Background: an optimization exercise with open tools, aiming at small area, a short achievable clock period and few clock cycles. Do not read the settings as production practice. RTL that was checked went through simulation tests only; none was proved equivalent to the original. For run 5, only the layout was checked, not whether the RTL still works. Power is estimated from default activity; no workload was simulated.

[design/flow/constraint.sdc]
create_clock -name core_clock -period 5.0 [get_ports {clk}]
set_input_delay 1.0000 -clock core_clock [delete_from_list [all_inputs] [get_ports {clk}]]
set_output_delay 1.0000 -clock core_clock [all_outputs]
set_load 0.01 [all_outputs]
[design/flow/design.v]
module sw_link_core (
    input  wire         clk,
    input  wire         rst,             
    input  wire [7:0]   cfg_self_addr,   
    input  wire [7:0]   cfg_peer_addr,   
    input  wire [6:0]   prog_len,        
    output wire [5:0]   prog_addr,       
    input  wire [7:0]   prog_data,       
    output wire         call_valid,
    output wire [3:0]   call_op,
    output wire [3:0]   call_len,
    output wire [111:0] call_data,
    input  wire         call_ready,
    input  wire         resp_ok,
    input  wire [1:0]   resp_mode,
    input  wire [3:0]   resp_len,
    input  wire [111:0] resp_data,
    input  wire         irq_rx,          
    input  wire         host_req,        
    input  wire [23:0]  host_slots,
    output wire [5:0]   err,
    output wire [1:0]   rej_reason,
    output wire [1:0]   lsm_state,
    output wire [5:0]   ord_code,
    output wire         halted
);
    localparam [3:0] OP_ENTER_RX    = 4'd0,
                     OP_TX_NONEMPTY = 4'd1,
                     OP_FLUSH_TX    = 4'd2,
                     OP_SEND        = 4'd3,
                     OP_READ_STATUS = 4'd4,
                     OP_RX_NONEMPTY = 4'd5,
                     OP_FLUSH_RX    = 4'd6,
                     OP_RECEIVE     = 4'd7,
                     OP_SAMPLE      = 4'd8,
                     OP_EMIT        = 4'd9;
    localparam [1:0] M_IDLE = 2'd0, M_RX = 2'd1, M_TX = 2'd2, M_REC = 2'd3;
    localparam [4:0] X_NOP        = 5'b00_000,
                     X_SAMPLE     = 5'b00_010,
                     X_HOSTFWD    = 5'b00_011,
                     X_ORDREQ_ACK = 5'b00_100,
                     X_ENC_VALUE  = 5'b01_000,
                     X_ENC_ORDER  = 5'b01_001,
                     X_DEC_VALUE  = 5'b01_010,
                     X_DEC_ORDER  = 5'b01_011,
                     X_ORD_PACK   = 5'b10_000,
                     X_ORD_TAGCUR = 5'b10_001,
                     X_ORD_UNPACK = 5'b10_010,
                     X_ORD_APPLY  = 5'b10_011,
                     X_LINK_INIT  = 5'b11_000,
                     X_LINK_SEND  = 5'b11_001,
                     X_LINK_REARM = 5'b11_010,
                     X_LINK_RECV  = 5'b11_011,
                     X_LINK_RXDONE= 5'b11_100;
    localparam [7:0] CH_T = 8'h54, CH_L = 8'h4C, CH_H = 8'h48;
    function known;
        input [7:0] b;
        known = (b == CH_T) || (b == CH_L) || (b == CH_H);
    endfunction
    function [1:0] code_of;
        input [7:0] b;
        code_of = (b == CH_T) ? 2'b00 : (b == CH_L) ? 2'b01 : 2'b10;
    endfunction
    reg [5:0]   pc;
    reg         halt_r;
    reg [4:0]   ir;            
    reg         cv;            
    reg [3:0]   cop;           
    reg [2:0]   spin_n;        
    reg [79:0]  cd;            
    reg [5:0]   op_tag;
    reg [31:0]  op_temp;
    reg [15:0]  op_hum;
    reg [31:0]  op_lux;
    reg [7:0]   op_slot0, op_slot1, op_slot2;
    reg [7:0]   res_tag;
    reg [31:0]  res_temp;
    reg [15:0]  res_hum;
    reg [31:0]  res_lux;
    reg [1:0]   rs_c0, rs_c1, rs_c2;
    reg         rs_e01, rs_e02, rs_e12;
    reg [87:0]  txb;
    reg         tx_nz, tx_14;
    reg [87:0]  rxb;
    reg         rx_vok, rx_ook;
    reg         rx_pend, order_pend, res_valid, ord_ok;
    reg [1:0]   lsm;
    reg [3:0]   stall_cnt;
    reg [5:0]   err_r;
    reg [1:0]   rej_r;
    reg [1:0]   ord0, ord1, ord2;
    assign prog_addr  = pc;
    assign call_valid = cv;
    assign call_op    = cop;
    assign call_len   = {tx_14, 2'b11, 1'b0};
    assign call_data  = {txb[87:56], cd};
    assign err        = err_r;
    assign rej_reason = rej_r;
    assign lsm_state  = lsm;
    assign ord_code   = {ord2, ord1, ord0};
    assign halted     = halt_r;
    wire        hs = cv & call_ready;
    wire        rs_tx    = (resp_mode == M_TX);
    wire        rs_rx    = (resp_mode == M_RX);
    wire        spin_more = rs_tx & (spin_n != 3'd7);
    wire        is_send  = (ir == X_LINK_SEND);
    wire        is_rearm = (ir == X_LINK_REARM);
    wire        forced   = ~rs_rx & (stall_cnt >= 4'd10);
    reg         last;
    always @(*) begin
        case (cop)
            OP_TX_NONEMPTY, OP_FLUSH_TX, OP_SEND,
            OP_RX_NONEMPTY, OP_FLUSH_RX:   last = 1'b0;
            OP_READ_STATUS:                last = ~spin_more & ~(is_rearm & forced);
            default:                       last = 1'b1;
        endcase
    end
    wire        adv = ~cv | (call_ready & last);
    wire [1:0]  t_c0 = res_tag[5:4];
    wire [1:0]  t_c1 = res_tag[3:2];
    wire [1:0]  t_c2 = res_tag[1:0];
    wire        un_r1 = res_tag[7];
    wire        un_r2 = (t_c0 == t_c1) | (t_c0 == t_c2) | (t_c1 == t_c2);
    wire        un_r3 = (&t_c0) | (&t_c1) | (&t_c2);
    wire        un_ok = ~un_r1 & ~un_r2 & ~un_r3;
    wire        ap_r2 = rs_e01 | rs_e02 | rs_e12;
    wire        ap_r3 = (&rs_c0) | (&rs_c1) | (&rs_c2);
    wire        ap_ok = ~ap_r2 & ~ap_r3;
    wire        pk_ok = known(op_slot0) & known(op_slot1) & known(op_slot2);
    wire [7:0]  rx_b3 = rxb[7:0];
    wire [7:0]  rx_b4 = rxb[15:8];
    wire [7:0]  rx_b5 = rxb[23:16];
    function [1:0] code3;
        input [7:0] b;
        code3 = known(b) ? code_of(b) : 2'b11;
    endfunction
    reg         rx_pend_d, order_pend_d, res_valid_d, ord_ok_d;
    always @(*) begin
        rx_pend_d = rx_pend;
        if (hs && cop == OP_ENTER_RX && ir == X_LINK_RXDONE) rx_pend_d = 1'b0;
        if (irq_rx) rx_pend_d = 1'b1;
        order_pend_d = order_pend;
        if (ir == X_ORDREQ_ACK) order_pend_d = 1'b0;
        if (host_req) order_pend_d = 1'b1;
        res_valid_d = res_valid;
        if (ir == X_DEC_VALUE) res_valid_d = rx_vok;
        if (ir == X_DEC_ORDER) res_valid_d = rx_ook;
        ord_ok_d = ord_ok;
        if (ir == X_ORD_UNPACK) ord_ok_d = un_ok;
        if (ir == X_ORD_APPLY)  ord_ok_d = ap_ok;
    end
    wire        tx_nz_d = tx_nz | (ir == X_ENC_VALUE) | (ir == X_ENC_ORDER);
    wire [7:0]  w = prog_data;
    reg         w_legal;
    always @(*) begin
        case (w)
            8'h00, 8'h01, 8'h02, 8'h03, 8'h04,
            8'h10, 8'h11, 8'h12, 8'h13,
            8'h20, 8'h21, 8'h22, 8'h23,
            8'h30, 8'h31, 8'h32, 8'h33, 8'h34: w_legal = 1'b1;
            default:                           w_legal = w[7];
        endcase
    end
    wire        f_halt = ({1'b0, pc} >= prog_len) | ~w_legal;
    wire        w_ctl  = w[7] | (w[7:1] == 7'd0);      
    reg         skip_no;     
    always @(*) begin
        case (w[5:4])
            2'd0: skip_no = ~rx_pend_d;
            2'd1: skip_no = ~order_pend_d;
            2'd2: skip_no = ~res_valid_d;
            default: skip_no = ~ord_ok_d;
        endcase
    end
    wire [5:0]  pc_inc  = pc + 6'd1;
    wire [5:0]  pc_skip = pc + 6'd1 + {2'b00, w[3:0]};
    wire [5:0]  pc_nxt  = (w[7:6] == 2'b11)            ? w[5:0]  :
                          (w[7:6] == 2'b10 && skip_no) ? pc_skip : pc_inc;
    reg         w_call;
    reg [3:0]   w_op;
    always @(*) begin
        w_call = 1'b1;
        case (w[5:0])
            6'h02:   w_op = OP_SAMPLE;
            6'h03:   w_op = OP_EMIT;
            6'h31:   begin w_op = OP_TX_NONEMPTY; w_call = tx_nz_d; end
            6'h32:   w_op = OP_READ_STATUS;
            6'h33:   w_op = OP_RECEIVE;
            6'h30,
            6'h34:   w_op = OP_ENTER_RX;
            default: begin w_op = OP_ENTER_RX; w_call = 1'b0; end
        endcase
        if (w_ctl) w_call = 1'b0;
    end
    wire        dec_v      = (ir == X_DEC_VALUE) & rx_vok;
    wire [7:0]  res_tag_d  = dec_v ? rx_b3      : res_tag;
    wire [31:0] res_temp_d = dec_v ? rxb[39:8]  : res_temp;
    wire [15:0] res_hum_d  = dec_v ? rxb[55:40] : res_hum;
    wire [31:0] res_lux_d  = dec_v ? rxb[87:56] : res_lux;
    wire [87:0] txb_d      = (ir == X_ENC_VALUE) ? {op_lux, op_hum, op_temp, 2'b00, op_tag} :
                             (ir == X_ENC_ORDER) ? {txb[87:24], op_slot2, op_slot1, op_slot0} :
                                                   txb;
    wire        tx_14_d    = (ir == X_ENC_VALUE) | (tx_14 & (ir != X_ENC_ORDER));
    wire        send_pend  = cv & (ir == X_LINK_SEND) & (cop != OP_READ_STATUS);
    wire        cd_res     = (cv & (ir == X_HOSTFWD)) | ((w == 8'h03) & ~send_pend);
    always @(posedge clk)
        cd <= cd_res ? {res_hum_d, res_lux_d, res_temp_d}
                     : {txb_d[55:0], cfg_self_addr, cfg_peer_addr, 4'b0000, tx_14_d, 3'b101};
    always @(posedge clk) begin
        if (rst) begin
            pc     <= 6'd0;
            halt_r <= 1'b0;
            ir     <= X_NOP;
            cv     <= 1'b0;
            cop    <= OP_ENTER_RX;
            spin_n <= 3'd0;
        end else begin
            if (hs) begin
                case (cop)
                    OP_TX_NONEMPTY: cop <= resp_ok ? OP_FLUSH_TX : OP_SEND;
                    OP_FLUSH_TX:    cop <= OP_SEND;
                    OP_SEND:        begin cop <= OP_READ_STATUS; spin_n <= 3'd0; end
                    OP_READ_STATUS: begin
                        spin_n <= spin_n + 3'd1;
                        if (!spin_more) cop <= OP_RX_NONEMPTY;
                    end
                    OP_RX_NONEMPTY: cop <= resp_ok ? OP_FLUSH_RX : OP_ENTER_RX;
                    OP_FLUSH_RX:    cop <= OP_ENTER_RX;
                    default: ;
                endcase
            end
            if (adv) begin
                if (halt_r || f_halt || w_ctl) begin
                    ir <= X_NOP;
                    cv <= 1'b0;
                end else begin
                    ir     <= {w[5:4], w[2:0]};
                    cv     <= w_call;
                    cop    <= w_op;
                    spin_n <= 3'd0;
                end
                if (!halt_r) begin
                    if (f_halt) halt_r <= 1'b1;
                    else        pc     <= pc_nxt;
                end
            end
        end
    end
    always @(posedge clk) begin
        if (rst) begin
            op_tag     <= 6'd0;
            op_temp    <= 32'd0;
            op_hum     <= 16'd0;
            op_lux     <= 32'd0;
            op_slot0   <= 8'd0;
            op_slot1   <= 8'd0;
            op_slot2   <= 8'd0;
            res_tag    <= 8'd0;
            res_temp   <= 32'd0;
            res_hum    <= 16'd0;
            res_lux    <= 32'd0;
            rs_c0      <= 2'b11;
            rs_c1      <= 2'b11;
            rs_c2      <= 2'b11;
            rs_e01     <= 1'b1;
            rs_e02     <= 1'b1;
            rs_e12     <= 1'b1;
            tx_nz      <= 1'b0;
            tx_14      <= 1'b0;
            rx_vok     <= 1'b0;
            rx_ook     <= 1'b0;
            lsm        <= M_IDLE;
            stall_cnt  <= 4'd0;
            err_r      <= 6'd0;
            rej_r      <= 2'd0;
            ord0       <= 2'b00;      
            ord1       <= 2'b01;      
            ord2       <= 2'b10;      
        end else begin
            case (ir)
            X_ENC_VALUE, X_ENC_ORDER: begin
                tx_nz <= 1'b1;
                tx_14 <= tx_14_d;
            end
            X_DEC_VALUE: begin
                res_tag  <= res_tag_d;
                res_temp <= res_temp_d;
                res_hum  <= res_hum_d;
                res_lux  <= res_lux_d;
            end
            X_DEC_ORDER: if (rx_ook) begin
                rs_c0  <= code3(rx_b3);
                rs_c1  <= code3(rx_b4);
                rs_c2  <= code3(rx_b5);
                rs_e01 <= (rx_b3 == rx_b4);
                rs_e02 <= (rx_b3 == rx_b5);
                rs_e12 <= (rx_b4 == rx_b5);
            end
            X_ORD_PACK: begin
                if (!pk_ok)
                    err_r[4] <= 1'b1;
                else
                    op_tag <= {code_of(op_slot0), code_of(op_slot1), code_of(op_slot2)};
            end
            X_ORD_TAGCUR: op_tag <= {ord0, ord1, ord2};
            X_ORD_UNPACK: begin
                if (un_ok) begin
                    rs_c0  <= t_c0;
                    rs_c1  <= t_c1;
                    rs_c2  <= t_c2;
                    rs_e01 <= 1'b0;
                    rs_e02 <= 1'b0;
                    rs_e12 <= 1'b0;
                end else begin
                    rej_r    <= un_r1 ? 2'd1 : un_r2 ? 2'd2 : 2'd3;
                    err_r[3] <= 1'b1;
                end
            end
            X_ORD_APPLY: begin
                if (ap_ok) begin
                    ord0 <= rs_c0;
                    ord1 <= rs_c1;
                    ord2 <= rs_c2;
                end else begin
                    rej_r    <= ap_r2 ? 2'd2 : 2'd3;
                    err_r[3] <= 1'b1;
                end
            end
            X_LINK_SEND: if (!cv) err_r[4] <= 1'b1;    
            default: ;
            endcase
            if (hs) begin
                case (cop)
                OP_SAMPLE: begin
                    op_temp <= resp_data[31:0];
                    op_hum  <= resp_data[47:32];
                    op_lux  <= resp_data[79:48];
                end
                OP_ENTER_RX: begin
                    lsm <= M_RX;
                    if (ir != X_LINK_RXDONE) stall_cnt <= 4'd0;
                    if (ir == X_LINK_REARM)  err_r[2]  <= 1'b1;
                end
                OP_SEND: begin
                    if (!resp_ok) err_r[0] <= 1'b1;
                    lsm <= M_TX;
                end
                OP_READ_STATUS: if (!spin_more) begin
                    if (rs_tx) err_r[2] <= 1'b1;
                    if (is_send) begin
                        if (!rs_tx) lsm <= M_IDLE;
                    end else if (rs_rx) begin
                        stall_cnt <= 4'd0;
                        lsm       <= M_RX;
                    end else if (!forced) begin
                        stall_cnt <= stall_cnt + 4'd1;
                        lsm       <= M_REC;
                    end
                end
                OP_RECEIVE: begin
                    if (resp_ok) begin
                        rx_vok <= (resp_len >= 4'd14) && (resp_data[15:8] == cfg_self_addr);
                        rx_ook <= (resp_len >= 4'd6)  && (resp_data[15:8] == cfg_self_addr);
                    end else begin
                        err_r[1] <= 1'b1;
                        rx_vok   <= 1'b0;
                        rx_ook   <= 1'b0;
                    end
                end
                default: ;
                endcase
            end
            if (host_req) begin
                op_slot0 <= host_slots[7:0];
                op_slot1 <= host_slots[15:8];
                op_slot2 <= host_slots[23:16];
            end
            if (f_halt && adv && !halt_r) err_r[5] <= 1'b1;
        end
    end
    always @(posedge clk) begin
        if (rst) begin
            rx_pend    <= 1'b0;
            order_pend <= 1'b0;
            res_valid  <= 1'b0;
            ord_ok     <= 1'b0;
        end else begin
            rx_pend    <= rx_pend_d;
            order_pend <= order_pend_d;
            res_valid  <= res_valid_d;
            ord_ok     <= ord_ok_d;
        end
    end
    always @(posedge clk) begin
        txb <= txb_d;
        if (hs && cop == OP_RECEIVE && resp_ok)
            rxb <= resp_data[111:24];
    end
endmodule
[design/flow/standard.sh]
#!/bin/bash
# synth_recipe.tcl (not shown) runs the flow's synth.tcl, then flattens the netlist and writes it again
# the make line also repeats each setting of config.mk as NAME=value (left out here)
make -C /OpenROAD-flow-scripts/flow DESIGN_CONFIG=/design/flow/config.mk WORK_HOME=/design/flow/orfs CLKGATE_MAP_FILE= SYNTH_SCRIPT=/design/flow/synth_recipe.tcl "${@:-finish}"
[design/flow/flow/run.sh]
#!/bin/bash
# Standard layout, with the port buffers made of the smallest buffer cell.
set -euo pipefail
export BUFFER_PORTS_ARGS="-buffer_cell sky130_fd_sc_hd__buf_1"
bash standard.sh > standard_flow.log 2>&1
[design/flow/config.mk]
export PLATFORM = sky130hd
export DESIGN_NAME = sw_link_core
export DESIGN_NICKNAME = sw_link_core
export VERILOG_FILES = /design/flow/design.v
export SDC_FILE = /design/flow/constraint.sdc
export NUM_CORES = 4
export LEC_CHECK = 0
export CAP_MARGIN = 20
export CORE_MARGIN = 2
export CORE_UTILIZATION = 35
export SETUP_SLACK_MARGIN = 2.0
export SLEW_MARGIN = 20
==> notes.md, run 1 <==
- Status: complete, no violations
- Ports: 323
- R2r endpoint: cop[1]
- CP max stage cell: or4_1
- Setup TNS Final: 0 ns
- Post-synthesis sequential area ratio: 58.37%
- Core footprint: 0.05520 mm²
- Port Buffer Count: 318
- Via count: 14.33k
- Initial DRC Count: 985
- Worst setup SP type: flip-flop
- Filler cells: 5391
- Endpoints failing setup: 0
- Highest clock rate: 349.8 MHz
- Sequential power share: 48.2%
- Met2 WL post-DR: 25060 µm
- Routed wl met3: 3802 µm
- Final Hold Fails: 0
- WP data required: 5.54 ns
- DRC Markers: 0
- Worst-path clk slew: 0.06 ns
- WL/cell: 18.44 µm
- R2R depth: 10
- H-tree Lvls: 2
- CP Buf/Inv Count: 1
- Post-Syn Instances: 1873
- HP Start: op_lux[30]
- Max incr delay on CP: 0.52 ns
- Post-layout min period: 2.858 ns
- Vias in the first global route: 14.03k
- Clk buf depth: 3
- DP HPWL: 36860 µm
- Main synth FF type: dfxtp_1
- Routed wire length: 53900 µm
- Initial core utilization: 35.41%
- Leakage: 9.020 nW
- Crit path cell chain: ha_1, ha_1, nand4bb_1, a31oi_1, o2bb2ai_4, or3b_4, a211oi_4, buf_12, or4_1, a21oi_1
- First-pass GRT wire length: 81660 µm
- Share of cells above drive strength 1: 9.438%
- Top sig layer: met5
- Ys Warns: 1
- Slew Viols, Final: 0
- R2r setup slk: 2.14 ns
- RSZ-0062 raised after global routing: no
- Cts-stage hold buffer count: 0
- Sw Share: 22.77%
- P_sw: 0.002033 W
- Cts bufs inserted: 54
- Clock Latency Late Sink: 0.63 ns
- Measured slew at the worst slew-check pin: 1.058 ns
- Worst hold endpoint: op_lux[30]
- Die height: 240.3 µm
- Initial antenna violation count: 5
- DRT antenna net count: 0
- Row cnt: 86
- DRT Pass-1 Iters: 5
- Mapped Area: 0.01955 mm²
- GPL Wtd Cong: 0.8624
- Synth unique cells: 76
- Int Pwr: 0.006897 W
- Avg Vias per Cell: 4.901
- Routed met1 length: 23840 µm
- Asr flop ratio synth: 0%
- Clock Skews: 0.02706 ns
- Die area: 0.05776 mm²
- Max rail drop VDD: 0.2146 mV
- CP top delay family: simple AND/OR/NAND/NOR gates
- Critical path class: flip-flop to flip-flop
- Remaining Overflow, GRT: 0
- Hold crit path type: flip-flop to flip-flop
- Crit. End Element: flip-flop
- Die width: 240.3 µm
- Power share of the combinational group: 4.3%
- Synth top cells by count: dfxtp_1 (390), nor2_1 (261), nand2_1 (222)
- FF+latch count, synth: 510
- Max cap viols: 0
- Pin count of the biggest net entering global routing: 97
- # clock sinks: 510
- Register Area: 0.01141 mm²
- Post-synth top area share: 39.94%
- CTS tree: yes
- Cell repeated most along the worst path: ha_1
- Clock power share: 47.5%
- Count leader, synth: dfxtp_1
- Fin util: 42.01%
- Max-slew headroom: 28.87%
- Final #Nets: 2321
- Worst Path Max Fanout: 10
- Multi-input logic area: 0.007365 mm²
- GRT Overall Usage: 18.31%
- CP arrival: 3.39 ns
- Area contributors post-synth: dfxtp_1 (40%), edfxtp_1 (18%), mux2i_1 (7.7%)
- Pwr/cell area: 385.1 mW/mm²
- Reg2reg start: spin_n[0]
- Largest area contributor in the netlist: dfxtp_1
- Number of synthesized flops with an enable pin: 120
- CTS Root Cell: clkbuf_16
- Tcrit/Tclk final: 57.17%
- Area Growth Syn to Fin: 18.64%
- Avg Synthesized Cell Area: 10.44 µm²
- Worst hold stages: 2
-- power groups by stage --
stage	Clock, W	Sequential, W	Combinational [W]
4_1_cts	0.00434	0.00430	0.000388
6_report	0.00424	0.00430	0.000387
2_1_floorplan	0	0.00439	0.000232
3_5_place_dp	0	0.00439	0.000380
3_3_place_gp	0	0.00439	0.000372
5_1_grt	0.00451	0.00431	0.000429
-- registers in the layout, indices dropped and copies added, names as in the netlist, 5 cells and up --
signal    cells
op_slot1      8
op_tag        6
res_tag       7
res_hum      16
op_lux       32
cd           80
op_slot2      8
op_temp      32
op_slot0      8
err_r         6
txb          88
rxb          88
op_hum       16
res_temp     32
pc            6
res_lux      32
ir            5
-- metal layers --
metal / vias up / GRT usage [%]
met1: 6940 / 23.96
met3: 90 / 4.730
li1: 6923 / -
met5: - / 0
met4: 6 / 4.668
met2: 367 / 30.05
-- area by class of cell --
class                           instances  area share (%)
Tap cell                              748           4.035
Sequential cell                       510           49.21
Multi-Input combinational cell       1200           31.75
Antenna cell                            3         0.03237
Clock buffer                           71           6.447
Clock inverter                         31           1.823
Inverter                               15          0.2428
Timing Repair Buffer                  345           6.452
-- per-stage QoR --
| stage | hold slack (ns) | area [µm²] | instances | total power (W) | setup WS, ns |
|---|---|---|---|---|---|
| global placement | 0.4373 | 21160 | 2810 | 0.004764 | 1.278 |
| finish | 0.4488 | 23190 | 2923 | 0.008930 | 2.142 |
| global route | 0.4616 | 23180 | 2920 | 0.009243 | 2.002 |
| detailed placement | 0.4426 | 21160 | 2810 | 0.004773 | 1.260 |
| floorplan | 0.4268 | 19560 | 1874 | 0.004619 | 1.716 |
| CTS | 0.4514 | 23120 | 2916 | 0.009035 | 2.013 |
-- how the worst max path moves through the flow --
stage,startpoint,endpoint,slack (ns),cells after the start
6_report,spin_n[0],cop[1],2.14,10
5_1_grt,cop[1],cd[73],2.00,7
3_5_place_dp,prog_data[4],cop[1],1.26,8
3_3_place_gp,prog_data[4],cop[1],1.28,8
4_1_cts,ir[3],cd[26],2.01,7
2_1_floorplan,call_ready,rxb[0],1.72,4
-- what timing repair did --
action,CTS,global route
endpoints found under the setup margin,6,30
buffers inserted,4,3
pin swaps,1,1
gates resized for setup,1,4
endpoints found under the hold margin,0,0
-- tightest hold or removal path, stage by stage, from the launching register on --
cell and delay (ns):
dfxtp_1 0.30, nand2_1 0.05, a21oi_1 0.05
-- cell families (layout without fill, tap and decap cells) --
| logic type | after synthesis | count (layout) | share of synthesized area (%) |
|---|---|---|---|
| flops | 510 | 510 | 58.37 |
| mux | 189 | 189 | 9.921 |
| fa+ha+maj | 16 | 16 | 1.062 |
| xor+xnor | 50 | 50 | 2.240 |
| buf+inv | 164 | 462 | 4.301 |
| other cells | 2 | 6 | 0.03842 |
| simple gates | 660 | 660 | 15.49 |
| compound gates | 282 | 282 | 8.577 |
-- cells in the final DEF, fill, tap and decap left out, drive strengths merged, types with 33 or more instances in the layout --
cell    count
dfxtp     390
buf       343
nor2      269
nand2     223
a21oi     185
mux2i     151
edfxtp    120
clkbuf     73
mux2       38
and3       38
o21ai      34
xor2       33
Testbench counts, summed over its fixed seeds: cycles 32,362.
==> run 2: changes to the inputs <==
--- a/design/flow/config.mk
+++ b/design/flow/config.mk
@@ -8,5 +8,5 @@
 export CAP_MARGIN = 20
 export CORE_MARGIN = 2
 export CORE_UTILIZATION = 35
-export SETUP_SLACK_MARGIN = 2.0
+export SETUP_SLACK_MARGIN = 2.8
 export SLEW_MARGIN = 20
==> run 2 against run 1 <==
Net effect: combinational power is 32% higher; critical path depth did not move; die area unchanged; area after synthesis did not move; critical path type is now primary input to flip-flop; critical endpoint is now cop[2]; largest cell class unchanged.
==> notes.md, run 2 <==
- Status: complete, no violations (unchanged)
- DP HPWL: 36640 µm (was 36860 µm)
- Fin worst setup slack: 2.540 ns (was 2.142 ns)
- Post-Syn Instances: 1873 (unchanged)
- Met2 Use GR: 32.91% (was 30.05%)
- Hold crit path type: flip-flop to flip-flop (unchanged)
- Top Registers: rxb (88), txb (88), cd (80) (unchanged)
- DRC Markers: 0 (unchanged)
- CP max stage cell: or3b_4 (was or4_1)
- Slew Viols, Final: 0 (unchanged)
- Measured slew at the worst slew-check pin: 1.156 ns (was 1.058 ns)
- Synth top cells by count: dfxtp_1 (390), nor2_1 (261), nand2_1 (222) (unchanged)
- Int Pwr: 0.006976 W (was 0.006897 W)
- Crit path cell chain: buf_2, nor4_4, a211oi_2, a211oi_2, or3b_4, a211oi_4, buf_6, buf_16, nand3_2, a21oi_2 (was ha_1, ha_1, nand4bb_1, a31oi_1, o2bb2ai_4, or3b_4, a211oi_4, buf_12, or4_1, a21oi_1)
- CTS Root Cell: clkbuf_16 (unchanged)
- GR peak layer: met2 (unchanged)
- Area contributors post-synth: dfxtp_1 (40%), edfxtp_1 (18%), mux2i_1 (7.7%) (unchanged)
- R2R depth: 11 (was 10)
- Worst setup SP type: primary input (was flip-flop)
- Clk buf depth: 3 (unchanged)
- Setup TNS Final: 0 ns (unchanged)
- FF+latch count, synth: 510 (unchanged)
- P_sw: 0.002033 W (about the same)
- CP top delay family: simple AND/OR/NAND/NOR gates (unchanged)
- Tcrit/Tclk final: 49.20% (was 57.17%)
- Routed wire length: 61060 µm (was 53900 µm)
- Ports: 323 (unchanged)
- GRT Overall Usage: 19.94% (was 18.31%)
- DRT Pass-1 Iters: 5 (unchanged)
- DRT antenna net count: 0 (unchanged)
- Worst Path Max Fanout: 12 (was 10)
- Cts bufs inserted: 54 (unchanged)
- Final Hold Fails: 0 (unchanged)
- WL/cell: 20.27 µm (was 18.44 µm)
- Pin count of the biggest net entering global routing: 89 (was 97)
- Highest clock rate: 406.5 MHz (was 349.8 MHz)
- Crit. End Element: flip-flop (unchanged)
- Via count: 15.07k (was 14.33k)
- Sequential power share: 47.8% (was 48.2%)
- Initial DRC Count: 1038 (was 985)
- Max cap viols: 0 (unchanged)
- Ys Warns: 1 (unchanged)
- Max rail drop VDD: 0.2209 mV (was 0.2146 mV)
- Initial antenna violation count: 0 (was 5)
- Port Buffer Count: 318 (unchanged)
- CTS tree: yes (unchanged)
- Die height: 240.3 µm (unchanged)
- Synth unique cells: 76 (unchanged)
- Main synth FF type: dfxtp_1 (unchanged)
- Clock Latency Late Sink: 0.61 ns (was 0.63 ns)
- Cts-stage hold buffer count: 0 (unchanged)
- Setup WS pre-CTS: 1.070 ns (was 1.260 ns)
- Cell repeated most along the worst path: a211oi_2 (was ha_1)
- Post-layout min period: 2.460 ns (was 2.858 ns)
- Clock power share: 46.6% (was 47.5%)
- Number of synthesized flops with an enable pin: 120 (unchanged)
- Initial core utilization: 35.41% (unchanged)
- Vias in the first global route: 15.04k (was 14.03k)
- Global-route met3 utilization: 4.707% (was 4.730%)
- Total power: 0.009009 W (was 0.008930 W)
- Max incr delay on CP: 0.44 ns (was 0.52 ns)
- CP arrival: 3.00 ns (was 3.39 ns)
- Fin util: 45.36% (was 42.01%)
- Count leader, synth: dfxtp_1 (unchanged)
- RSZ-0062 raised after global routing: yes (was no)
- Avg Vias per Cell: 5.002 (was 4.901)
- Asr flop ratio synth: 0% (unchanged)
- Mapped Area: 0.01955 mm² (unchanged)
- Power share of the combinational group: 5.7% (was 4.3%)
- Core footprint: 0.05520 mm² (unchanged)
- Endpoints failing setup: 0 (unchanged)
- Leakage: 9.793 nW (was 9.020 nW)
- Crit. path cell count: 10 (unchanged)
- Pwr/cell area: 359.8 mW/mm² (was 385.1 mW/mm²)
- Post-synth top area share: 39.94% (unchanged)
- Max-slew headroom: 22.32% (was 28.87%)
- Die area: 0.05776 mm² (unchanged)
- Area Growth Syn to Fin: 28.10% (was 18.64%)
- Final #Nets: 2410 (was 2321)
- # clock sinks: 510 (unchanged)
- Worst hold stages: 2 (unchanged)
- Most frequent cells in the layout: dfxtp_1 (365), buf_1 (271), nor2_1 (254) (was dfxtp_1 (388), buf_1 (316), nor2_1 (259))
- Share of cells above drive strength 1: 19.73% (was 9.438%)
- Clock Skews: 0.02765 ns (was 0.02706 ns)
- H-tree Lvls: 2 (unchanged)
- Remaining Overflow, GRT: 0 (unchanged)
- Post-synthesis sequential area ratio: 58.37% (unchanged)
- CP Buf/Inv Count: 3 (was 1)
- Largest area contributor in the netlist: dfxtp_1 (unchanged)
- Most common cell after layout, fill and taps aside: dfxtp_1 (unchanged)
- First-pass GRT wire length: 88220 µm (was 81660 µm)
- Sw Share: 22.56% (was 22.77%)
- Worst-path clk slew: 0.06 ns (about the same)
- Die width: 240.3 µm (unchanged)
- GPL Wtd Cong: 0.8550 (was 0.8624)
- Critical path class: primary input to flip-flop (was flip-flop to flip-flop)
- Avg Synthesized Cell Area: 10.44 µm² (unchanged)
- GR Util met1: 25.87% (was 23.96%)
- WP data required: 5.54 ns (about the same)
- Row cnt: 86 (unchanged)
-- run 2: power groups by stage --
| stage | sequential (W) | clock [W] | combinational (W) |
|---|---|---|---|
| 6_report | 0.00430 | 0.00419 | 0.000512 |
| 5_1_grt | 0.00431 | 0.00447 | 0.000553 |
| 3_5_place_dp | 0.00440 | 0 | 0.000397 |
| 4_1_cts | 0.00430 | 0.00429 | 0.000472 |
| 2_1_floorplan | 0.00439 | 0 | 0.000248 |
| 3_3_place_gp | 0.00439 | 0 | 0.000388 |
-- run 2: path summary, 6_finish.rpt --
kind | slack, ns | end | start
setup / recovery | 2.54 | cop[2] | prog_data[1]
hold / removal | 0.45 | op_temp[23] | op_temp[23]
setup reg to reg | 2.57 | cop[1] | spin_n[0]
hold reg to reg | 0.45 | op_temp[23] | op_temp[23]
-- run 2: layout make-up --
| cell class | count | area [µm²] |
|---|---|---|
| clock inverters | 31 | 414.1 |
| repair buffers | 426 | 2636 |
| multi-input cells | 1208 | 8036 |
| fillers | 5158 | 30160 |
| clock buffers | 71 | 1465 |
| well taps | 748 | 935.9 |
| flip-flops and latches | 510 | 11480 |
| inverters | 15 | 66.31 |
| diodes | 3 | 7.507 |
-- run 2: per-stage QoR --
stage	std cells	instance area, µm²	hold slack (ns)
6_report	3012	25040	0.4512
5_1_grt	3009	25030	0.4708
4_1_cts	2969	24470	0.4523
3_5_place_dp	2810	21400	0.4439
3_3_place_gp	2810	21400	0.4359
2_1_floorplan	1874	19940	0.4268
-- run 2: kinds of logic after synthesis --
kind of cell	synth area share (%)
adders and majority gates	1.062
muxes	9.921
DFF	58.37
buffers and inverters	4.301
and+or+nand+nor	15.49
other	0.03842
xor gates and xnor gates	2.240
AOI/OAI and AO/OA	8.577
-- run 2: layer usage --
| layer | vias up | routed length [µm] | share of wire, % |
|---|---|---|---|
| met5 | - | 0 | 0 |
| met1 | 7376 | 26540 | 43 |
| li1 | 7140 | - | - |
| met3 | 90 | 3976 | 6.5 |
| met4 | 0 | 1538 | 2.5 |
| met2 | 460 | 29010 | 48 |
-- run 2: timing repair --
item	4_1_cts	5_1_grt
buffers inserted	45	33
resized for setup	148	59
gates cloned	12	7
pin swaps	20	22
endpoints found under the setup margin	481	271
-- run 2: worst register-to-register path, delay by kind of cell, from the launching register on --
| kind | cells | cell delay (ns) |
|---|---|---|
| adders and majority gates | 2 | 0.34 |
| AOI/OAI and AO/OA | 4 | 0.53 |
| DFF | 1 | 0.35 |
| and+or+nand+nor | 3 | 0.86 |
| buffers and inverters | 2 | 0.28 |
==> run 3: changes to the inputs <==
--- a/design/flow/config.mk
+++ b/design/flow/config.mk
@@ -8,5 +8,7 @@
 export CAP_MARGIN = 20
 export CORE_MARGIN = 2
 export CORE_UTILIZATION = 35
-export SETUP_SLACK_MARGIN = 2.8
+export CTS_CLUSTER_DIAMETER = 150
+export CTS_CLUSTER_SIZE = 30
+export SETUP_SLACK_MARGIN = 2.4
 export SLEW_MARGIN = 20
==> run 3 against run 2 <==
Net effect: area after synthesis unchanged; power down 25%; first-iteration DRC count down 24%; sequential power hardly changed; synthesized cell count is the same; critical endpoint is now cop[3]; largest power group unchanged.
==> notes.md, run 3 <==
- Pin count of the biggest net entering global routing: 150 (was 89)
- FF+latch count, synth: 510 (unchanged)
- Worst hold stages: 2 (unchanged)
- DP HPWL: 37090 µm (was 36640 µm)
- RSZ-0062 raised after global routing: yes (unchanged)
- Worst Path Max Fanout: 7 (was 12)
- Final Hold Fails: 0 (unchanged)
- CTS tree: yes (unchanged)
- CTS Root Cell: clkbuf_16 (unchanged)
- Initial core utilization: 35.41% (unchanged)
- WL/cell: 18.73 µm (was 20.27 µm)
- First-pass GRT wire length: 79790 µm (was 88220 µm)
- Mapped Area: 0.01955 mm² (unchanged)
- Max cap viols: 0 (unchanged)
- DRT antenna net count: 0 (unchanged)
- Remaining Overflow, GRT: 0 (unchanged)
- WP data required: 5.44 ns (was 5.54 ns)
- Routed wire length: 53760 µm (was 61060 µm)
- Clock power share: 30.2% (was 46.6%)
- Measured slew at the worst slew-check pin: 1.128 ns (was 1.156 ns)
- Die width: 240.3 µm (unchanged)
- Global-route met3 utilization: 3.938% (was 4.707%)
- Reg2reg start: spin_n[0] (unchanged)
- GPL Wtd Cong: 0.8292 (was 0.8550)
- Area contributors post-synth: dfxtp_1 (40%), edfxtp_1 (18%), mux2i_1 (7.7%) (unchanged)
- Via count: 14.15k (was 15.07k)
- Initial DRC Count: 787 (was 1038)
- Port Buffer Count: 318 (unchanged)
- Worst-path clk slew: 0.12 ns (was 0.06 ns)
- Met2 Use GR: 29.53% (was 32.91%)
- Max-slew headroom: 24.16% (was 22.32%)
- Clock Skews: 0.02566 ns (was 0.02765 ns)
- Area Growth Syn to Fin: 14.02% (was 28.10%)
- Post-synth top area share: 39.94% (unchanged)
- Status: complete, no violations (unchanged)
- Main synth FF type: dfxtp_1 (unchanged)
- Avg Synthesized Cell Area: 10.44 µm² (unchanged)
- Largest area contributor in the netlist: dfxtp_1 (unchanged)
- Most frequent cells in the layout: dfxtp_1 (375), buf_1 (306), nor2_1 (259) (was dfxtp_1 (365), buf_1 (271), nor2_1 (254))
- Top Registers: rxb (88), txb (88), cd (80) (unchanged)
- Initial antenna violation count: 7 (was 0)
- Ys Warns: 1 (unchanged)
- Tcrit/Tclk final: 50.44% (was 49.20%)
- Leakage: 8.502 nW (was 9.793 nW)
- Int Pwr: 0.005198 W (was 0.006976 W)
- Max incr delay on CP: 0.44 ns (about the same)
- Ports: 323 (unchanged)
- Clock Latency Late Sink: 0.58 ns (was 0.61 ns)
- Filler cells: 5446 (was 5158)
- Number of synthesized flops with an enable pin: 120 (unchanged)
- Share of cells above drive strength 1: 9.943% (was 19.73%)
- R2R depth: 10 (was 11)
- Post-synthesis sequential area ratio: 58.37% (unchanged)
- GR peak layer: met2 (unchanged)
- Clk buf depth: 3 (unchanged)
- Core footprint: 0.05520 mm² (unchanged)
- H-tree Lvls: 1 (was 2)
- Hold WS: 0.4578 ns (was 0.4512 ns)
- Crit. End Element: flip-flop (unchanged)
- Sequential power share: 63.7% (was 47.8%)
- Pwr/cell area: 303.3 mW/mm² (was 359.8 mW/mm²)
- Die area: 0.05776 mm² (unchanged)
- Vias in the first global route: 13.58k (was 15.04k)
- Worst setup SP type: primary input (unchanged)
- Highest clock rate: 396.5 MHz (was 406.5 MHz)
- R2r endpoint: cop[1] (unchanged)
- Most common cell after layout, fill and taps aside: dfxtp_1 (unchanged)
- Setup TNS Final: 0 ns (unchanged)
- P_sw: 0.001563 W (was 0.002033 W)
- Max rail drop VDD: 0.2223 mV (was 0.2209 mV)
- Post-layout min period: 2.522 ns (was 2.460 ns)
- Worst hold endpoint: op_lux[29] (was op_temp[23])
- Synth unique cells: 76 (unchanged)
- Crit path cell chain: buf_4, nor4_4, a211oi_2, a211oi_2, or3b_4, a211oi_4, buf_12, mux2i_1, nor2_1 (was buf_2, nor4_4, a211oi_2, a211oi_2, or3b_4, a211oi_4, buf_6, buf_16, nand3_2, a21oi_2)
- Endpoints failing setup: 0 (unchanged)
- Hold crit path type: flip-flop to flip-flop (unchanged)
- Cell repeated most along the worst path: a211oi_2 (unchanged)
- Final #Nets: 2304 (was 2410)
- DRC Markers: 0 (unchanged)
- Power share of the combinational group: 6.2% (was 5.7%)
- Avg Vias per Cell: 4.930 (was 5.002)
- Post-Syn Instances: 1873 (unchanged)
- Die height: 240.3 µm (unchanged)
- R2r setup slk: 2.49 ns (was 2.57 ns)
- Slew Viols, Final: 0 (unchanged)
- Sw Share: 23.11% (was 22.56%)
- Critical path class: primary input to flip-flop (unchanged)
- CP max stage cell: or3b_4 (unchanged)
- Count leader, synth: dfxtp_1 (unchanged)
- GR Util met1: 24.00% (was 25.87%)
- HP Start: op_lux[29] (was op_temp[23])
- CP arrival: 2.96 ns (was 3.00 ns)
- Synth top cells by count: dfxtp_1 (390), nor2_1 (261), nand2_1 (222) (unchanged)
- GRT Overall Usage: 17.83% (was 19.94%)
- Asr flop ratio synth: 0% (unchanged)
- Cts bufs inserted: 20 (was 54)
- ANT cells: 0 (was 3)
- DRT Pass-1 Iters: 5 (unchanged)
- # clock sinks: 510 (unchanged)
- Row cnt: 86 (unchanged)
run 3: changes by cell type in the layout (fill, tap and decap cells not counted), moves of 10 or more:
cell	before	now
buf_4	72	34
clkbuf_2	21	4
dfxtp_1	365	375
dfxtp_4	15	1
buf_12	15	5
clkbuf_16	58	22
a21oi_1	150	180
buf_1	271	306
a21oi_2	34	4
buf_2	17	2
run 3: cells by family after synthesis:
group / Yosys count / synth area share (%)
xor gates and xnor gates: 50 / 2.240
and+or+nand+nor: 660 / 15.49
AOI/OAI and AO/OA: 282 / 8.577
other: 2 / 0.03842
adders and majority gates: 16 / 1.062
muxes: 189 / 9.921
DFF: 510 / 58.37
buffers and inverters: 164 / 4.301
run 3: timing repair:
action | 4_1_cts | 5_1_grt
endpoints found under the setup margin | 222 | 125
hold buffers | 0 | 0
gates cloned | 1 | 2
pin swaps | 6 | 7
buffers inserted | 13 | 8
resized for setup | 19 | 54
run 3: through the flow:
step	area [µm²]	power, W	setup slack, ns	cells	utilization [%]
after floorplan	19680	0.004632	1.716	1874	-
after global placement	21270	0.004775	1.206	2811	38.53
final	22290	0.006761	2.478	2870	40.38
after detailed placement	21270	0.004784	1.178	2811	38.53
after global routing	22290	0.007016	2.368	2870	40.38
after CTS	22040	0.006823	2.400	2860	39.93
run 3: area by class of cell:
class / count / area (µm²) / area share, %
clock buffer: 34 / 553.0 / 2.481
sequential: 510 / 11430 / 51.29
tap: 748 / 935.9 / 4.199
timing repair buffer: 361 / 1683 / 7.550
clock inverter: 1 / 16.27 / 0.07297
multi-input combinational: 1201 / 7604 / 34.11
inverter: 15 / 66.31 / 0.2975
run 3: how the worst max path moves through the flow:
stage | slack (ns) | from | cells after the start | endpoint
floorplan | 1.72 | call_ready | 4 | rxb[0]
detailed placement | 1.18 | prog_len[2] | 10 | cop[3]
global placement | 1.21 | prog_len[2] | 10 | cop[3]
global route | 2.37 | prog_data[3] | 9 | cop[3]
finish | 2.48 | prog_data[3] | 9 | cop[3]
CTS | 2.40 | prog_len[2] | 11 | cop[3]
run 3: worst max-delay path: cells and delay by family:
| kind | cells | cell delay (ns) |
|---|---|---|
| multiplexers | 1 | 0.18 |
| AND/OR/NAND/NOR | 3 | 0.77 |
| buffers and inverters | 2 | 0.32 |
| AO/OA/AOI/OAI | 3 | 0.69 |
run 3: power by group through the flow:
stage | clock, W | combinational, W | sequential [W]
4_1_cts | 0.00212 | 0.000401 | 0.00430
6_report | 0.00204 | 0.000417 | 0.00431
3_5_place_dp | 0 | 0.000389 | 0.00440
5_1_grt | 0.00224 | 0.000460 | 0.00431
3_3_place_gp | 0 | 0.000381 | 0.00439
2_1_floorplan | 0 | 0.000243 | 0.00439
run 3: routing by layer:
layer / vias up / part of all wire (%)
met3: 48 / 6.1
met5: - / 0.17
met4: 12 / 1.7
li1: 6855 / -
met2: 352 / 47
met1: 6883 / 45
==> run 4: changes to the inputs <==
--- a/design/flow/config.mk
+++ b/design/flow/config.mk
@@ -9,6 +9,6 @@
 export CORE_MARGIN = 2
 export CORE_UTILIZATION = 35
 export CTS_CLUSTER_DIAMETER = 150
-export CTS_CLUSTER_SIZE = 30
+export CTS_CLUSTER_SIZE = 25
 export SETUP_SLACK_MARGIN = 2.4
 export SLEW_MARGIN = 20
==> run 4 against run 3 <==
Net effect: still clean; clock skew rose by 0.0035 ns; fmax shrank 0.18%; die area unchanged; first-iteration DRC count rose by 9.7%; sequential cell count unchanged; wire length increased by 0.57%; combinational power about the same; critical endpoint unchanged; largest power group unchanged; highest routed layer unchanged.
==> notes.md, run 4 <==
- Status: complete, no violations (unchanged)
- Power share of the combinational group: 6.0% (was 6.2%)
- First-pass GRT wire length: 79890 µm (was 79790 µm)
- Area Growth Syn to Fin: 14.70% (was 14.02%)
- Core footprint: 0.05520 mm² (unchanged)
- Pin count of the biggest net entering global routing: 150 (unchanged)
- Max-slew headroom: 24.89% (was 24.16%)
- Area contributors post-synth: dfxtp_1 (40%), edfxtp_1 (18%), mux2i_1 (7.7%) (unchanged)
- Most common cell after layout, fill and taps aside: dfxtp_1 (unchanged)
- Die width: 240.3 µm (unchanged)
- WL/cell: 18.78 µm (was 18.73 µm)
- Avg Vias per Cell: 4.924 (was 4.930)
- Sequential power share: 61.6% (was 63.7%)
- Vias in the first global route: 13.58k (unchanged)
- Highest clock rate: 395.8 MHz (was 396.5 MHz)
- Via count: 14.17k (was 14.15k)
- RSZ-0062 raised after global routing: yes (unchanged)
- Die area: 0.05776 mm² (unchanged)
- CTS Root Cell: clkbuf_16 (unchanged)
- Post-layout min period: 2.526 ns (was 2.522 ns)
- Initial antenna violation count: 7 (unchanged)
- Hold crit path type: flip-flop to flip-flop (unchanged)
- Clock Skews: 0.02917 ns (was 0.02566 ns)
- DRC Markers: 0 (unchanged)
- Most frequent cells in the layout: dfxtp_1 (375), buf_1 (306), nor2_1 (259) (unchanged)
- Clk buf depth: 3 (unchanged)
- Ys Warns: 1 (unchanged)
- Worst setup SP type: primary input (unchanged)
- Initial core utilization: 35.41% (unchanged)
- Post-Syn Instances: 1873 (unchanged)
- Setup TNS Final: 0 ns (unchanged)
- Crit. End Element: flip-flop (unchanged)
- Avg Synthesized Cell Area: 10.44 µm² (unchanged)
- Setup WS pre-CTS: 1.178 ns (unchanged)
- CP arrival: 2.98 ns (was 2.96 ns)
- Tcrit/Tclk final: 50.53% (was 50.44%)
- Pwr/cell area: 311.4 mW/mm² (was 303.3 mW/mm²)
- Initial DRC Count: 863 (was 787)
- Clock Latency Late Sink: 0.58 ns (about the same)
- Leakage: 8.564 nW (was 8.502 nW)
- Share of cells above drive strength 1: 10.10% (was 9.943%)
- DRT antenna net count: 0 (unchanged)
- Remaining Overflow, GRT: 0 (unchanged)
- Fin worst setup slack: 2.474 ns (was 2.478 ns)
- Ports: 323 (unchanged)
- Count leader, synth: dfxtp_1 (unchanged)
- Slew Viols, Final: 0 (unchanged)
- Post-synth top area share: 39.94% (unchanged)
- DRT Pass-1 Iters: 5 (unchanged)
- Filler cells: 5434 (was 5446)
- Top Registers: rxb (88), txb (88), cd (80) (unchanged)
- Max rail drop VDD: 0.2625 mV (was 0.2223 mV)
- Row cnt: 86 (unchanged)
- Worst-path clk slew: 0.11 ns (was 0.12 ns)
- Number of synthesized flops with an enable pin: 120 (unchanged)
- Total power: 0.006982 W (was 0.006761 W)
- GPL Wtd Cong: 0.8292 (unchanged)
- Synth unique cells: 76 (unchanged)
- Int Pwr: 0.005372 W (was 0.005198 W)
- P_sw: 0.001610 W (was 0.001563 W)
- WP data required: 5.45 ns (was 5.44 ns)
- Critical path class: primary input to flip-flop (unchanged)
- # clock sinks: 510 (unchanged)
- H-tree Lvls: 1 (unchanged)
- Largest area contributor in the netlist: dfxtp_1 (unchanged)
- Asr flop ratio synth: 0% (unchanged)
- Endpoints failing setup: 0 (unchanged)
- Clock power share: 32.4% (was 30.2%)
- Worst Path Max Fanout: 7 (unchanged)
- Max cap viols: 0 (unchanged)
- Sw Share: 23.06% (was 23.11%)
- Cts bufs inserted: 24 (was 20)
- Synth top cells by count: dfxtp_1 (390), nor2_1 (261), nand2_1 (222) (unchanged)
- Final Hold Fails: 0 (unchanged)
- Measured slew at the worst slew-check pin: 1.117 ns (was 1.128 ns)
- Final #Nets: 2308 (was 2304)
- Routed wire length: 54060 µm (was 53760 µm)
- Die height: 240.3 µm (unchanged)
- CTS tree: yes (unchanged)
- DP HPWL: 37090 µm (unchanged)
- FF+latch count, synth: 510 (unchanged)
- Port Buffer Count: 318 (unchanged)
- GRT Overall Usage: 17.87% (was 17.83%)
- Post-synthesis sequential area ratio: 58.37% (unchanged)
- Mapped Area: 0.01955 mm² (unchanged)
- Main synth FF type: dfxtp_1 (unchanged)
run 4: cell types whose count changed in the layout (fill, tap and decap cells not counted), sizes merged:
cell    previous run  this run
clkinv             1         0
clkbuf            42        50
inv               15        16
diode              0         1
buf              353       352
run 4: worst max-delay path, stage by stage:
cell	delay (ns)
buf_4	0.16
nor4_4	0.27
a211oi_2	0.10
a211oi_2	0.30
or3b_4	0.44
a211oi_4	0.29
buf_12	0.16
mux2i_1	0.18
nor2_1	0.06
run 4: kinds of logic (layout without fill, tap and decap cells):
kind of cell / count (synthesis) / count (layout) / synth area share, %
buffers and inverters: 164 / 418 / 4.301
other: 2 / 4 / 0.03842
DFF: 510 / 510 / 58.37
muxes: 189 / 189 / 9.921
xor gates and xnor gates: 50 / 50 / 2.240
and+or+nand+nor: 660 / 661 / 15.49
adders and majority gates: 16 / 16 / 1.062
AOI/OAI and AO/OA: 282 / 282 / 8.577
run 4: metal layers:
metal | global-route usage [%] | vias up | part of all wire [%]
met3 | 4.225 | 57 | 6.9
li1 | - | 6859 | -
met2 | 29.54 | 366 | 47
met1 | 23.94 | 6878 | 45
met5 | 0 | - | 0.14
met4 | 3.350 | 10 | 1.6
run 4: power by group through the flow:
stage               Combinational, W  Sequential, W  Clock, W
floorplan                   0.000243        0.00439         0
global placement            0.000381        0.00439         0
detailed placement          0.000389        0.00440         0
CTS                         0.000401        0.00430   0.00234
global route                0.000460        0.00431   0.00247
finish                      0.000417        0.00430   0.00226
run 4: final cells by class:
type / count / area, µm² / area share [%]
Inverter: 15 / 66.31 / 0.2958
Timing Repair Buffer: 361 / 1682 / 7.500
Antenna cell: 1 / 2.502 / 0.01116
Clock inverter: 1 / 16.27 / 0.07254
Sequential cell: 510 / 11430 / 50.99
Tap cell: 748 / 935.9 / 4.174
Clock buffer: 41 / 685.7 / 3.058
Multi-Input combinational cell: 1201 / 7601 / 33.90
run 4: metrics by stage:
step	hold WS [ns]	utilization, %	area, µm²	instances
after detailed placement	0.4418	38.53	21270	2811
after global placement	0.4378	38.53	21270	2811
final	0.4554	40.62	22420	2878
after CTS	0.4558	40.17	22170	2867
after global routing	0.4740	40.61	22420	2877
after floorplan	0.4268	-	19680	1874
run 4: repair_timing:
| action | in CTS | in global routing |
|---|---|---|
| hold buffers | 0 | 0 |
| pin swaps | 6 | 8 |
| gates cloned | 1 | 2 |
| gates resized for setup | 19 | 53 |
| buffers inserted | 13 | 8 |
| endpoints found under the setup margin | 226 | 131 |
run 4: path summary, 6_finish.rpt:
path / start / end / slack [ns] / depth (start not counted)
worst max-delay path: prog_data[3] / cop[3] / 2.47 / 9
worst max register to register: spin_n[0] / cop[1] / 2.51 / 10
worst min register to register: op_lux[28] / op_lux[28] / 0.46 / 2
worst min-delay path: op_lux[28] / op_lux[28] / 0.46 / 2
==> run 5: changes to the inputs <==
--- a/design/flow/design.v
+++ b/design/flow/design.v
@@ -230,15 +230,10 @@
                 endcase
             end
             if (adv) begin
-                if (halt_r || f_halt || w_ctl) begin
-                    ir <= X_NOP;
-                    cv <= 1'b0;
-                end else begin
-                    ir     <= {w[5:4], w[2:0]};
-                    cv     <= w_call;
-                    cop    <= w_op;
-                    spin_n <= 3'd0;
-                end
+                ir     <= (halt_r | w_ctl) ? X_NOP : {w[5:4], w[2:0]};
+                cv     <= w_call & ~halt_r & ~f_halt;
+                cop    <= w_op;
+                spin_n <= 3'd0;
                 if (!halt_r) begin
                     if (f_halt) halt_r <= 1'b1;
                     else        pc     <= pc_nxt;
@@ -296,14 +291,14 @@
                 rs_e02 <= (rx_b3 == rx_b5);
                 rs_e12 <= (rx_b4 == rx_b5);
             end
-            X_ORD_PACK: begin
+            X_ORD_PACK: if (!halt_r) begin
                 if (!pk_ok)
                     err_r[4] <= 1'b1;
                 else
                     op_tag <= {code_of(op_slot0), code_of(op_slot1), code_of(op_slot2)};
             end
             X_ORD_TAGCUR: op_tag <= {ord0, ord1, ord2};
-            X_ORD_UNPACK: begin
+            X_ORD_UNPACK: if (!halt_r) begin
                 if (un_ok) begin
                     rs_c0  <= t_c0;
                     rs_c1  <= t_c1;
@@ -316,7 +311,7 @@
                     err_r[3] <= 1'b1;
                 end
             end
-            X_ORD_APPLY: begin
+            X_ORD_APPLY: if (!halt_r) begin
                 if (ap_ok) begin
                     ord0 <= rs_c0;
                     ord1 <= rs_c1;
@@ -326,7 +321,7 @@
                     err_r[3] <= 1'b1;
                 end
             end
-            X_LINK_SEND: if (!cv) err_r[4] <= 1'b1;    
+            X_LINK_SEND: if (!cv && !halt_r) err_r[4] <= 1'b1;    
             default: ;
             endcase
             if (hs) begin
==> run 5 against run 4 <==
Net effect: register-to-register slack worse by 0.12 ns; combinational power is 3% lower; critical path depth stayed put; sequential power barely moved; sequential share of layout area grew 0.62 points; area after synthesis decreased by 0.30%; wire length up 0.84%; critical endpoint is now pc[0]; highest routed layer unchanged.
==> notes.md, run 5 <==
- Share of cells above drive strength 1: 6.371% (was 10.10%)
- CP max stage cell: o41a_4 (was or3b_4)
- Highest clock rate: 383.7 MHz (was 395.8 MHz)
- Area Growth Syn to Fin: 13.56% (was 14.70%)
- Hold WS: 0.4549 ns (was 0.4554 ns)
- Remaining Overflow, GRT: 0 (unchanged)
- Avg Vias per Cell: 4.965 (was 4.924)
- Top Registers: rxb (88), txb (88), cd (80) (unchanged)
- # clock sinks: 510 (unchanged)
- WL/cell: 18.98 µm (was 18.78 µm)
- Via count: 14.26k (was 14.17k)
- Worst Path Max Fanout: 5 (was 7)
- Max incr delay on CP: 0.54 ns (was 0.44 ns)
- Status: complete, no violations (unchanged)
- FF+latch count, synth: 510 (unchanged)
- Initial core utilization: 35.38% (was 35.41%)
- Placed cell count: 2812 (was 2811)
- DRT antenna net count: 0 (unchanged)
- Synth top cells by count: dfxtp_1 (390), nand2_1 (258), nor2_1 (234) (was dfxtp_1 (390), nor2_1 (261), nand2_1 (222))
- Die area: 0.05759 mm² (was 0.05776 mm²)
- Measured slew at the worst slew-check pin: 0.9853 ns (was 1.117 ns)
- Pwr/cell area: 314.6 mW/mm² (was 311.4 mW/mm²)
- Worst-path clk slew: 0.11 ns (about the same)
- First-pass GRT wire length: 81170 µm (was 79890 µm)
- Crit. End Element: flip-flop (unchanged)
- Setup TNS Final: 0 ns (unchanged)
- H-tree Lvls: 1 (unchanged)
- Initial DRC Count: 839 (was 863)
- Routed wire length: 54520 µm (was 54060 µm)
- Fin worst setup slack: 2.394 ns (was 2.474 ns)
- GPL Wtd Cong: 0.8477 (was 0.8292)
- CP arrival: 3.08 ns (was 2.98 ns)
- Worst setup SP type: flip-flop (was primary input)
- Core footprint: 0.05509 mm² (was 0.05520 mm²)
- Mapped Area: 0.01949 mm² (was 0.01955 mm²)
- Post-layout min period: 2.606 ns (was 2.526 ns)
- Ys Warns: 1 (unchanged)
- Final #Nets: 2298 (was 2308)
- Endpoints failing setup: 0 (unchanged)
- Post-Syn Instances: 1883 (was 1873)
- DRT Pass-1 Iters: 5 (unchanged)
- Post-synth top area share: 40.06% (was 39.94%)
- Count leader, synth: dfxtp_1 (unchanged)
- Most common cell after layout, fill and taps aside: dfxtp_1 (unchanged)
- Leakage: 8.107 nW (was 8.564 nW)
- Vias in the first global route: 13.71k (was 13.58k)
- Hold crit path type: flip-flop to flip-flop (unchanged)
- Cts-stage hold buffer count: 0 (unchanged)
- Post-synthesis sequential area ratio: 58.55% (was 58.37%)
- Die width: 240.0 µm (was 240.3 µm)
- Final cell count without fillers: 2872 (was 2878)
- Ports: 323 (unchanged)
- CTS tree: yes (unchanged)
- Port Buffer Count: 318 (unchanged)
- Clk buf depth: 3 (unchanged)
- Initial antenna violation count: 9 (was 7)
- Max cap viols: 0 (unchanged)
- RSZ-0062 raised after global routing: yes (unchanged)
- Asr flop ratio synth: 0% (unchanged)
- Final Hold Fails: 0 (unchanged)
- Filler cells: 5498 (was 5434)
- Number of synthesized flops with an enable pin: 120 (unchanged)
- Slew Viols, Final: 0 (unchanged)
- Synth unique cells: 70 (was 76)
- DP HPWL: 36080 µm (was 37090 µm)
- Main synth FF type: dfxtp_1 (unchanged)
- Pin count of the biggest net entering global routing: 126 (was 150)
- Max rail drop VDD: 0.2676 mV (was 0.2625 mV)
- Area contributors post-synth: dfxtp_1 (40%), edfxtp_1 (18%), mux2i_1 (7.5%) (was dfxtp_1 (40%), edfxtp_1 (18%), mux2i_1 (7.7%))
- Avg Synthesized Cell Area: 10.35 µm² (was 10.44 µm²)
- Crit path cell chain: inv_1, ha_1, or3_1, o2111ai_2, nor2_1, o41a_4, or3_4, a22o_1, o31a_1 (was buf_4, nor4_4, a211oi_2, a211oi_2, or3b_4, a211oi_4, buf_12, mux2i_1, nor2_1)
- WP data required: 5.47 ns (was 5.45 ns)
- Max-slew headroom: 34.24% (was 24.89%)
- Clock Skews: 0.02901 ns (was 0.02917 ns)
- GRT Overall Usage: 18.22% (was 17.87%)
- Critical path class: flip-flop to flip-flop (was primary input to flip-flop)
- DRC Markers: 0 (unchanged)
- Most frequent cells in the layout: dfxtp_1 (383), buf_1 (314), nand2_1 (255) (was dfxtp_1 (375), buf_1 (306), nor2_1 (259))
- Setup WS pre-CTS: 1.490 ns (was 1.178 ns)
- CTS Root Cell: clkbuf_16 (unchanged)
- Tcrit/Tclk final: 52.13% (was 50.53%)
- Row cnt: 86 (unchanged)
- Cts bufs inserted: 24 (unchanged)
- Clock Latency Late Sink: 0.58 ns (about the same)
- Largest area contributor in the netlist: dfxtp_1 (unchanged)
- Die height: 240.0 µm (was 240.3 µm)
- Fin util: 40.18% (was 40.62%)
run 5: cell types whose count changed in the layout (fill, tap and decap cells not counted), moves of 10 or more:
| cell | before | now |
|---|---|---|
| nor2_1 | 259 | 230 |
| xnor2_1 | 16 | 40 |
| and2_1 | 1 | 36 |
| nand2_1 | 219 | 255 |
| a21oi_1 | 180 | 141 |
| nand3_1 | 22 | 12 |
| buf_4 | 35 | 13 |
| o21a_1 | 0 | 34 |
| and3_1 | 37 | 5 |
| xor2_1 | 33 | 6 |
run 5: logic make-up (layout without fill, tap and decap cells):
| family | count (synthesis) | in the layout | share of synthesized area (%) |
|---|---|---|---|
| buffers and inverters | 167 | 401 | 4.057 |
| adders and majority gates | 16 | 16 | 1.066 |
| AOI/OAI and AO/OA | 297 | 297 | 9.392 |
| other | 2 | 8 | 0.03853 |
| DFF | 510 | 510 | 58.55 |
| muxes | 183 | 183 | 9.687 |
| and+or+nand+nor | 662 | 663 | 15.14 |
| xor gates and xnor gates | 46 | 46 | 2.067 |
run 5: area by class of cell:
cell class	count	area [µm²]	area share, %
Antenna cell	5	12.51	0.05653
Clock buffer	40	681.9	3.081
Clock inverter	2	21.27	0.09610
Inverter	18	67.56	0.3053
Multi-Input combinational cell	1208	7478	33.79
Sequential cell	510	11420	51.61
Tap cell	748	935.9	4.228
Timing Repair Buffer	341	1514	6.840
run 5: report_power, final:
part	total (W)	internal (W)	switching, W	leakage, nW
Combinational	0.000403	0.000153	0.000250	3.57
Clock	0.00225	0.000949	0.00130	0.337
Sequential	0.00431	0.00426	0.0000454	4.20
run 5: worst max-delay path: cells and delay by family, from the launching register on:
family / cells / cell delay, ns
adder cells (fa/ha/maj): 1 / 0.18
flip-flops: 1 / 0.35
AO/OA/AOI/OAI: 4 / 1.11
buffers and inverters: 1 / 0.06
AND/OR/NAND/NOR: 3 / 0.80
run 5: what timing repair did:
item                                    4_1_cts  5_1_grt
pin swaps                                     2        1
buffers inserted                              7        1
gates cloned                                  2        3
endpoints found under the setup margin      186      109
resized for setup                            12       13
run 5: worst paths after layout:
path / from / end / slack [ns] / depth (start not counted)
worst max-delay path: stall_cnt[0] / pc[0] / 2.39 / 9
worst min-delay path: op_lux[0] / op_lux[0] / 0.45 / 2
worst max register to register: stall_cnt[0] / pc[0] / 2.39 / 9
worst min register to register: op_lux[0] / op_lux[0] / 0.45 / 2
run 5: layer usage:
metal	part of all wire, %	vias to the layer above	global-route usage, %
met5	0.15	-	0
met2	46	404	29.80
met3	7.1	70	4.099
met4	2.1	12	4.047
li1	-	6835	-
met1	44	6938	24.57
run 5: per-stage QoR:
| stage | total power (W) | cell area (µm²) |
|---|---|---|
| 5_1_grt | 0.007241 | 22130 |
| 3_3_place_gp | 0.004790 | 21200 |
| 4_1_cts | 0.007050 | 22040 |
| 6_report | 0.006962 | 22130 |
| 3_5_place_dp | 0.004795 | 21200 |
| 2_1_floorplan | 0.004634 | 19630 |

[port drivers added, routing unchanged]
No port has a modelled driver above. Below, the same layouts with a new extraction and two added sets of constraints.
Step 1: set_driving_cell puts a clkbuf_16 on clk and a buf_2 on each other input, an assumption about the parent block.
Step 2 also shifts input and output timing later by t, the mid clock arrival at the registers, as if the neighbouring blocks saw the same clock.
a / b / c = ideal ports / drivers / drivers and shift; a / b = the first two.
run	t, ns	slack for setup (ns)	worst hold slack (ns)	worst setup path after step 2
run 1	0.668	2.142 / 2.141 / 1.558	0.449 / 0.449 / 0.449	input to register
run 2	0.653	2.540 / 2.562 / 1.909	0.451 / 0.451 / 0.451	input to register
run 3	0.619	2.478 / 2.490 / 1.889	0.458 / 0.458 / 0.458	input to register
run 4	0.619	2.474 / 2.495 / 1.884	0.455 / 0.455 / 0.455	input to register
run 5	0.619	2.394 / 2.394 / 1.888	0.455 / 0.455 / 0.455	input to register
After both steps every run listed still meets setup and hold. The setup slack of run 2, which loses most, moves by +0.022 ns with the drivers and by -0.631 ns with both steps.
